What follows belongs to an exercise in optimizing a design on an open flow for small area; a production flow would make more cautious choices.
The RTL was checked by simulation tests, not by an equivalence proof against the original design.
No activity file was given, so power comes from the tool's default toggle rates.

`flow/run.sh`:
```
#!/bin/bash
# synth_recipe.tcl (not shown) runs the flow's synth.tcl, then flattens the netlist and writes it again
# the make line also repeats each setting of config.mk as NAME=value (left out here)
make -C /OpenROAD-flow-scripts/flow DESIGN_CONFIG=/design/flow/config.mk WORK_HOME=/design/flow/orfs CLKGATE_MAP_FILE= SYNTH_SCRIPT=/design/flow/synth_recipe.tcl finish
```
`flow/config.mk`:
```
export PLATFORM = sky130hd
export DESIGN_NAME = termostato_sig
export DESIGN_NICKNAME = termostato_sig
export VERILOG_FILES = /design/flow/design.v
export SDC_FILE = /design/flow/constraint.sdc
export NUM_CORES = 4
export LEC_CHECK = 0
export CAP_MARGIN = 20
export CORE_MARGIN = 2
export CORE_UTILIZATION = 40
export SLEW_MARGIN = 20
```
`flow/constraint.sdc`:
```
create_clock -name core_clock -period 10.0 [get_ports {clk}]
set_input_delay 2.0000 -clock core_clock [delete_from_list [all_inputs] [get_ports {clk}]]
set_output_delay 2.0000 -clock core_clock [all_outputs]
set_load 0.01 [all_outputs]
```
`flow/design.v`:
```
`default_nettype none
module termostato_sig #(
    parameter integer T_BIT_CYC      = 20,    
    parameter integer T0H_CYC        = 6,     
    parameter integer T1H_CYC        = 13,    
    parameter integer T_RESET_CYC    = 800,   
    parameter integer TICK_CYC       = 4,     
    parameter integer FRAME_LEN      = 20,    
    parameter integer FRAMES_PER_SEC = 3      
) (
    input  wire        clk,
    input  wire        rst,         
    input  wire        cmd_valid,   
    input  wire [31:0] cmd,
    output wire        cmd_ready,   
    output wire        rsp_valid,   
    output wire [31:0] rsp,
    output reg         led_dout,
    output reg         servo_out
);
    localparam integer W_TPH     = (TICK_CYC > 1) ? $clog2(TICK_CYC) : 1;
    localparam integer W_FRM     = (FRAMES_PER_SEC > 1) ? $clog2(FRAMES_PER_SEC) : 1;
    localparam integer W_BITC    = $clog2(T_BIT_CYC);
    localparam integer W_LOWRUN  = $clog2(T_RESET_CYC + 1);
    localparam [W_LOWRUN-1:0] LOWRUN_MAX = T_RESET_CYC;
    reg [15:0]          pw;         
    reg [15:0]          ft;         
    reg [15:0]          sec;        
    reg [W_FRM-1:0]     frm;        
    reg                 tick_en;    
    reg [W_TPH-1:0]     tph;        
    reg                 tpend;      
    reg                 tovr;       
    reg                 gapv;       
    reg                 ill;        
    reg                 busy;       
    reg [23:0]          frame;      
    reg [4:0]           bit_k;      
    reg [W_BITC-1:0]    bit_c;      
    reg [W_LOWRUN-1:0]  lowrun;     
    wire [3:0] op  = cmd[31:28];
    wire [3:0] sel = cmd[27:24];
    wire is_nop   = (cmd == 32'h0000_0000);
    wire is_send  = (cmd[31:24] == 8'h10);
    wire is_wrpw  = (cmd[31:16] == 16'h2000);
    wire is_wrctl = (cmd[31:1]  == 31'h1800_0000);
    wire is_rd    = (op == 4'h4) && (cmd[23:0] == 24'h0) && (sel <= 4'd4);
    wire is_ill   = !(is_nop || is_send || is_wrpw || is_wrctl || is_rd);
    assign cmd_ready = !busy && !rst;
    wire   accept    = cmd_valid && cmd_ready;
    wire tick_ev = tick_en && (tph == TICK_CYC - 1);
    wire        svc       = tpend && !busy;
    wire [16:0] ft_inc    = {1'b0, ft} + 17'd1;
    wire [15:0] ft_next   = (ft_inc == FRAME_LEN) ? 16'd0 : ft_inc[15:0];
    wire [15:0] ft_p2     = svc ? ft_next : ft;
    wire        frame_end = svc && (ft_next == 16'd0);
    wire        sec_step  = frame_end && (frm == FRAMES_PER_SEC - 1);
    wire [15:0] sec_p2    = sec_step ? sec + 16'd1 : sec;
    wire tpend_p2 = tpend && !svc;
    wire tpend_p3 = tpend_p2 || tick_ev;
    wire tovr_p3  = tovr || (tick_ev && tpend_p2);
    reg [31:0] rd_data;
    always @(*) begin
        case (sel)
            4'd0:    rd_data = {28'd0, ill, gapv, tovr_p3, tpend_p3};
            4'd1:    rd_data = {16'd0, ft_p2};
            4'd2:    rd_data = {16'd0, pw};
            4'd3:    rd_data = {31'd0, tick_en};
            4'd4:    rd_data = {16'd0, sec_p2};
            default: rd_data = 32'd0;
        endcase
    end
    assign rsp_valid = accept && is_rd;
    assign rsp       = rsp_valid ? rd_data : 32'd0;
    wire do_send  = accept && is_send;
    wire do_wrpw  = accept && is_wrpw;
    wire do_wrctl = accept && is_wrctl;
    wire do_ill   = accept && is_ill;
    wire             last_c  = (bit_c == T_BIT_CYC - 1);
    wire [4:0]       nxt_k   = last_c ? bit_k + 5'd1 : bit_k;
    wire [W_BITC-1:0] nxt_c  = last_c ? {W_BITC{1'b0}} : bit_c + 1'b1;
    wire             frame_done = (bit_k == 5'd23) && last_c;
    wire             nxt_bit = frame[5'd23 - nxt_k];
    wire             nxt_lvl = nxt_bit ? (nxt_c < T1H_CYC) : (nxt_c < T0H_CYC);
    always @(posedge clk) begin
        if (rst) begin
            pw        <= 16'd0;
            ft        <= 16'd0;
            sec       <= 16'd0;
            frm       <= {W_FRM{1'b0}};
            tick_en   <= 1'b0;
            tph       <= {W_TPH{1'b0}};
            tpend     <= 1'b0;
            tovr      <= 1'b0;
            gapv      <= 1'b0;
            ill       <= 1'b0;
            busy      <= 1'b0;
            frame     <= 24'd0;
            bit_k     <= 5'd0;
            bit_c     <= {W_BITC{1'b0}};
            lowrun    <= LOWRUN_MAX;
            led_dout  <= 1'b0;
            servo_out <= 1'b0;
        end else begin
            if (tick_en)
                tph <= tick_ev ? {W_TPH{1'b0}} : tph + 1'b1;
            if (svc) begin
                ft        <= ft_next;
                servo_out <= (ft_next <= pw);
                if (frame_end) begin
                    if (frm == FRAMES_PER_SEC - 1)
                        frm <= {W_FRM{1'b0}};
                    else
                        frm <= frm + 1'b1;
                end
                sec <= sec_p2;
            end
            tpend <= tpend_p3;
            tovr  <= tovr_p3;
            if (do_wrpw)
                pw <= cmd[15:0];
            if (do_wrctl) begin
                tick_en <= cmd[0];
                if (!cmd[0]) begin
                    tph   <= {W_TPH{1'b0}};
                    tpend <= 1'b0;
                end
            end
            if (do_ill)
                ill <= 1'b1;
            if (do_send) begin
                if (lowrun < LOWRUN_MAX)
                    gapv <= 1'b1;
                frame    <= {cmd[15:8], cmd[23:16], cmd[7:0]};
                busy     <= 1'b1;
                bit_k    <= 5'd0;
                bit_c    <= {W_BITC{1'b0}};
                led_dout <= 1'b1;               
                lowrun   <= {W_LOWRUN{1'b0}};
            end else if (busy) begin
                if (frame_done) begin
                    busy     <= 1'b0;
                    led_dout <= 1'b0;
                    lowrun   <= {{(W_LOWRUN-1){1'b0}}, 1'b1};
                end else begin
                    bit_k    <= nxt_k;
                    bit_c    <= nxt_c;
                    led_dout <= nxt_lvl;
                end
            end else if (lowrun < LOWRUN_MAX) begin
                lowrun <= lowrun + 1'b1;
            end
        end
    end
endmodule
`default_nettype wire
```
==> flow_metrics.py <==
metrics = {
    "sta": {
        "max_slew_margin": 0.318,
        "slew_viol_final": 0,
        "hold_violations": 0,
        "tns_ns": 0,
        "fin_skew_ns": 0.00623,
        "setup_slack_ns": 1.79,
        "worst_pin_slew_ns": 1.02,
        "period_needed_ns": 8.21,
        "period_share": 0.821,
        "setup_viol": 0,
        "fmax_mhz": 122,
        "rsz0062_at_grt": "no",
    },
    "clock_tree": {
        "cts_buffer_depth": 2,
        "cts_sinks": 104,
        "cts_tree": "built",
        "cts_buffers": 9,
        "cts_setup_buffers": 0,
        "clockRootBuffer": "clkbuf_16",
        "cts.repair.resized": 0,
        "cts-htree-levels": 3,
        "clk_pin_slew_ns": 0.07,
        "postCtsHoldBufs": 0,
        "clock_latency_ns": 0.36,
    },
    "run_status": {
        "status": "finished clean",
    },
    "global_route": {
        "grt_pass1_vias": 5186,
        "grt_max_degree": 76,
        "track_usage": 0.209,
        "grt_first_pass_wirelength_microns": 27600,
        "gr-total-overflow": 0,
        "antenna_found_initial": 0,
    },
    "floorplanning": {
        "die_h_microns": 130,
        "fp-row-count": 46,
        "core_sq_um": 15700,
        "die_x_microns": 130,
        "initial_utilization": 0.405,
        "die-area_sq_um": 16900,
        "pin_count": 71,
    },
    "logic_synthesis": {
        "synth_area_sq_um": 6360,
        "synth_cells": 824,
        "synth_cell_types": 61,
        "synth_edf_count": 0,
        "avgSynthCellArea_sq_um": 7.72,
        "ys.flop_type": "dfxtp_1",
        "yosysSeqAreaShare": 0.327,
        "synthArstFlopShare": 0,
        "ys_ff_latch": 104,
        "yosys_warnings": 1,
    },
    "worst_setup_path": {
        "cp.arrival_ns": 6.21,
        "r2r_start": "ft[4]",
        "critPathLaunchType": "input pin",
        "cp-startpoint": "cmd[1]",
        "path_class": "input pin to output port",
        "crit_required_ns": 8.00,
        "endpoint_kind": "output port",
        "worst-path-max-fanout": 15,
    },
    "run": {
        "maxCapViolations": 0,
    },
    "finish": {
        "stdcell_area_sq_um": 7230,
        "area_growth_pct": 13.7,
        "n_antenna_cell": 0,
        "nFillCells": 1569,
        "layout-drive-gt1-share": 0.0543,
        "finalNonFillerCells": 1063,
        "final_nets": 900,
    },
    "drt": {
        "first_pass_iters": 5,
        "via_count": 5697,
        "wl_per_cell_microns": 16.2,
        "routed_wl_microns": 17200,
        "antenna_left": 0,
        "drtIter0Drc": 488,
        "drc_errors": 0,
        "route.detailed.vias_per_inst": 5.36,
    },
    "worst_hold_path": {
        "hp-class": "flop to flop",
        "hold_start": "frame[19]",
    },
    "place": {
        "dpl_cell_area_sq_um": 6930,
        "gp_congestion": 0.930,
        "io_buffers": 54,
        "dp_slack_ns": 1.92,
        "place_inst": 1047,
        "post-dp-hpwl_microns": 12700,
    },
    "power": {
        "ir_drop_mv": 0.0827,
        "powerDensity_nw_per_um2": 113,
        "leakagePower_nw": 2.42,
    },
}
-- worst paths after layout --
kind                     to  slack (ns)  cells past startpoint
hold reg to reg   frame[19]        0.45                      2
setup / recovery     rsp[1]        1.79                      9
hold / removal    frame[19]        0.45                      2
setup reg to reg  servo_out        5.38                     15
-- final cells by class --
class	count	area [sq um]	share of cell area
clock buffers	13	270	0.0374
clock inverters	3	25.0	0.00346
inverters	25	93.8	0.0130
multi-input cells	643	3920	0.542
flip-flops and latches	104	2080	0.288
well taps	216	270	0.0374
repair buffers	59	573	0.0793
-- cells in the mapped netlist (14+ instances only) --
cell type    n  area, sq um
nor3_1      20          100
ha_1        23          288
a21oi_1     79          395
o21ai_0     24          120
mux2i_1     23          230
dfxtp_1    104         2080
inv_1       24         90.1
nor2_1      85          319
o22ai_1     14         87.6
nand4_1     26          163
clkbuf_1    40          150
xor2_1      27          236
buf_4       16          120
xnor2_1     31          272
nand2_1    132          495
nand3_1     22          110
-- where the power goes --
part / total [mW] / internal (mW) / switching, mW / leakage [nW]
clock: 0.355 / 0.191 / 0.165 / 0.142
sequential: 0.418 / 0.415 / 0.00298 / 0.838
combinational: 0.0446 / 0.0191 / 0.0255 / 1.44
total: 0.818 / 0.625 / 0.193 / 2.42
-- worst max-delay path, stage by stage --
cell and delay (ns):
clkdlybuf4s50_1 0.44, nor4_1 0.63, nand4_1 0.31, nor2_1 0.24
nand4_1 0.61, inv_1 0.33, nand4_1 0.57, o22ai_1 0.46
clkdlybuf4s50_1 0.61
-- state kept, by name, indices dropped and copies added, names as in the netlist --
signal / count
led_dout: 1
bit_k: 5
tph: 2
servo_out: 1
tpend: 1
ft: 16
busy: 1
tick_en: 1
lowrun: 10
bit_c: 5
tovr: 1
gapv: 1
frm: 2
ill: 1
pw: 16
sec: 16
frame: 24
-- metal layers --
layer	track usage	vias to the layer above	part of all wire
met5	0	-	0
li1	-	2875	-
met2	0.316	170	0.44
met4	0.0506	0	0.014
met1	0.308	2630	0.50
met3	0.0406	22	0.049
-- cells in the final DEF, fill, tap and decap left out, types with 14 or more instances in the layout --
cell type	Yosys	routed
dfxtp_1	104	104
o22ai_1	14	14
nor2_1	85	85
inv_1	24	24
conb_1	1	16
a21oi_1	79	79
o21ai_0	24	24
xor2_1	27	27
ha_1	23	23
nand3_1	22	22
nand4_1	26	26
mux2i_1	23	23
xnor2_1	31	31
clkdlybuf4s50_1	0	53
nand2_1	132	132
nor3_1	20	20
-- through the flow --
stage | power (mW) | hold slack [ns] | utilization
final | 0.818 | 0.454 | 0.460
after global routing | 0.846 | 0.470 | 0.460
after CTS | 0.826 | 0.453 | 0.460
after detailed placement | 0.472 | 0.443 | 0.441
after global placement | 0.472 | 0.438 | 0.441
after floorplan | 0.453 | 0.424 | -
-- cell families after synthesis --
logic type                 count (synthesis)  share of synthesized area
xor gates and xnor gates                  58                     0.0799
other                                      1                   0.000590
buffers and inverters                     92                     0.0701
DFF                                      104                      0.327
muxes                                     30                     0.0592
and+or+nand+nor                          362                      0.278
AOI/OAI and AO/OA                        154                      0.140
adders and majority gates                 23                     0.0453

re-timing with driven ports:
No port has a modelled driver above. Below, the same layout with a new extraction and two added sets of constraints.
Step 1 sets driving cells, clkbuf_16 on the clock port and buf_2 on the other inputs (assumed; they add their load-dependent delay and slew).
Step 2, shift: input delay + t, output delay - t, t = (earliest + latest rising clock arrival at the registers) / 2. This alone moves slack from input paths to output paths.
a / b / c = no drivers / after step 1 / after step 2; a / b = the first two.
t, ns: 0.398
setup WS [ns]: 1.792 / 1.769 / 1.769
worst hold slack (ns): 0.454 / 0.454 / 0.454
worst setup path at the end: input to output
worst data-port slew with drivers (ns): 0.04
After both steps this run still meets setup and hold. The setup slack of this run moves by -0.023 ns with the drivers and by -0.023 ns with both steps.
